This is an optimization exercise on Yosys and OpenROAD, whose aim is small area, a short achievable clock period and few clock cycles, not a production implementation. Function was checked by simulation only, so behaviour that the tests miss may differ from the original. Power and IR drop assume default switching activity.

## aptb_acf
module aptb_acf (
    input             clk,
    input             rst,           
    input             cmd_valid,
    output            cmd_ready,
    input      [31:0] cmd_word,      
    input      [31:0] cmd_data,      
    input      [31:0] cfg_fs,        
    input      [31:0] cfg_flo,       
    input      [31:0] cfg_fhi,       
    input      [15:0] cfg_tau,       
    output reg        rsp_valid,
    output reg [31:0] rsp_result,
    output reg [7:0]  rsp_err
);
Size: about 5200 cells after synthesis, roughly 1200 flip-flops.
==> flow/config.mk <==
export PLATFORM = sky130hd
export DESIGN_NAME = aptb_acf
export DESIGN_NICKNAME = aptb_acf
export VERILOG_FILES = /design/flow/design.v
export SDC_FILE = /design/flow/constraint.sdc
export NUM_CORES = 4
export LEC_CHECK = 0
export CAP_MARGIN = 20
export CORE_MARGIN = 2
export CORE_UTILIZATION = 30
export CTS_BUF_LIST = sky130_fd_sc_hd__clkbuf_8
export CTS_CLUSTER_SIZE = 30
export SLEW_MARGIN = 20
==> flow/constraint.sdc <==
create_clock -name core_clock -period 15.0 [get_ports {clk}]
set_input_delay 3.0000 -clock core_clock [delete_from_list [all_inputs] [get_ports {clk}]]
set_output_delay 3.0000 -clock core_clock [all_outputs]
set_load 0.01 [all_outputs]
standard.sh (not shown) runs the stock make flow with config.mk's settings and CLKGATE_MAP_FILE= SYNTH_SCRIPT=/design/flow/synth_recipe.tcl, a recipe that flattens the netlist after the stock synthesis.
==> flow/flow/run.sh <==
#!/bin/bash
# The standard layout, with the port buffers made from plain buf_4 cells
# instead of the delay buffer the resizer picks by default.
set -euo pipefail
export BUFFER_PORTS_ARGS="-buffer_cell sky130_fd_sc_hd__buf_4"
bash standard.sh finish > standard_flow.log 2>&1
The starting point completed without violations.
Testbench counts at the start, summed over its fixed seeds: cycles 43,210.
Then changed:
--- a/flow/config.mk
+++ b/flow/config.mk
@@ -10,4 +10,3 @@
 export CORE_UTILIZATION = 30
 export CTS_BUF_LIST = sky130_fd_sc_hd__clkbuf_8
-export CTS_CLUSTER_SIZE = 30
 export SLEW_MARGIN = 20
Result: Final cell count is unchanged. Routed wire length is unchanged. Sequential share of layout area does not change. Synthesized area does not change. Worst hold slack stays the same. Worst setup slack stays the same.

========
Another version of the RTL of aptb_acf (not shown whole).
For scale: roughly 5300 cells after synthesis, roughly 220 I/O pins, about 0.064 mm² of cells after synthesis.
Settings: LEC_CHECK=0, CAP_MARGIN=20, CORE_MARGIN=2, CORE_UTILIZATION=30, CTS_BUF_LIST=sky130_fd_sc_hd__clkbuf_8, SLEW_MARGIN=20; clock period 15.0 ns.
Scripts as last shown in full above: flow/flow/run.sh
The first run ran to the end with no violations.
Testbench counts at the start, summed over its fixed seeds: cycles 43,262.
Edit:
CORE_UTILIZATION = 50   (was 30)
CTS_BUF_LIST = unset   (was sky130_fd_sc_hd__clkbuf_8)
What happened: Utilization climbs by 22 points; count of clock-buffer cells in the layout drops by 41; routed wire length drops by 6.1%; die area drops by about 40%; fmax climbs by 2.2%; via count drops by about 2.5%; global-route usage climbs by 9.8 points.
Edit:
CORE_UTILIZATION = 65   (was 50)
What happened:
- fmax increases by 1.6%
- power decreases by 1.7%
- hold slack is better by 0.019 ns

========
aptb_acf again, from the RTL that the note above started with.
// aptb_acf
module aptb_acf (
    input             clk,
    input             rst,           
    input             cmd_valid,
    output            cmd_ready,
    input      [31:0] cmd_word,      
    input      [31:0] cmd_data,      
    input      [31:0] cfg_fs,        
    input      [31:0] cfg_flo,       
    input      [31:0] cfg_fhi,       
    input      [15:0] cfg_tau,       
    output reg        rsp_valid,
    output reg [31:0] rsp_result,
    output reg [7:0]  rsp_err
);
    localparam OP_INIT     = 8'h01;
    localparam OP_PUSH     = 8'h10;
    localparam OP_SIZE     = 8'h11;
    localparam OP_MINP     = 8'h12;
    localparam OP_LAG      = 8'h13;
    localparam OP_MAX      = 8'h14;
    localparam OP_MIN      = 8'h15;
    localparam OP_CORR     = 8'h16;
    localparam OP_PE_FREQ  = 8'h20;
    localparam OP_PE_PRED  = 8'h21;
    localparam OP_PE_HALF  = 8'h22;
    localparam OP_PE_WSIZE = 8'h23;
    localparam E_OK        = 8'h00;
    localparam E_BADCMD    = 8'h01;
    localparam E_NOTCFG    = 8'h02;
    localparam E_LAG       = 8'h03;
    localparam E_CFG_FS    = 8'h10;
    localparam E_CFG_FLO   = 8'h11;
    localparam E_CFG_ORDER = 8'h12;
    localparam E_CFG_DEGEN = 8'h14;
    localparam E_CFG_FRANGE= 8'h15;
    localparam E_CFG_CAP   = 8'h16;
    wire [7:0] i_opc = cmd_word[7:0];
    wire       i_b   = cmd_word[8];
    reg  i_known;
    always @(*) begin
        case (i_opc)
            OP_INIT, OP_PUSH, OP_SIZE, OP_MINP, OP_LAG, OP_MAX, OP_MIN, OP_CORR,
            OP_PE_FREQ, OP_PE_PRED, OP_PE_HALF, OP_PE_WSIZE: i_known = 1'b1;
            default: i_known = 1'b0;
        endcase
    end
    wire i_bad = !i_known || (|cmd_word[31:9]) || (i_b && i_opc != OP_PUSH);
    localparam QW = 21;
    wire [QW-1:0] in_cmd = {(|cmd_data[31:7]), cmd_data[6:0], i_b, i_bad,
  ...
export LEC_CHECK = 0
export CAP_MARGIN = 20
export CORE_MARGIN = 2
export CORE_UTILIZATION = 75
export SLEW_MARGIN = 20
create_clock -name core_clock -period 15.0 [get_ports {clk}]
Scripts as last shown in full above: flow/flow/run.sh
Testbench counts at the start, summed over its fixed seeds: cycles 43,262.
Next try:
CORE_UTILIZATION = 30   (was 75)
=> The new run ran to the end with no violations; area after synthesis stays the same; cell count rose by 26%; register-to-register slack is better by 350 ps; setup slack is better by 350 ps; synthesized cell count does not change; clock skew fell by 27 ps; routed wire length is about the same; via count fell by about 7%.

## separate check: timing with driven ports
The flow's constraints put no driver on any port. The routed layouts listed below were extracted and timed again, unchanged, in two steps.
Step 1, drivers: a clkbuf_16 drives clk and a buf_2 each remaining input, both assumed.
Step 2 also shifts input and output timing later by t, the mid clock arrival at the registers, as if the neighbouring blocks saw the same clock.
Three values: ideal ports, drivers, drivers and shift; two values: the first two.
| run | t (ns) | slack for setup (ns) | worst setup path at the end | cell pins on the clock port's net |
|---|---|---|---|---|
| the first run of note 1 | 1.000 | 10.487 / 10.410 / 9.739 | input to register | 1 |
| the second run of note 1 | 1.000 | 10.487 / 10.410 / 9.739 | input to register | 1 |
| the first run of note 2 | 1.034 | 10.507 / 10.434 / 9.962 | input to register | 1 |
| the second run of note 2 | 0.839 | 10.603 / 10.531 / 10.241 | input to register | 1 |
| the third run of note 2 | 0.825 | 10.670 / 10.594 / 10.270 | input to register | 1 |
| the first run of note 3 | 0.816 | 10.316 / 10.316 / 10.184 | input to register | 1 |
| the second run of note 3 | 0.855 | 10.670 / 10.590 / 9.963 | input to register | 1 |
After both steps every run listed still meets setup and hold.
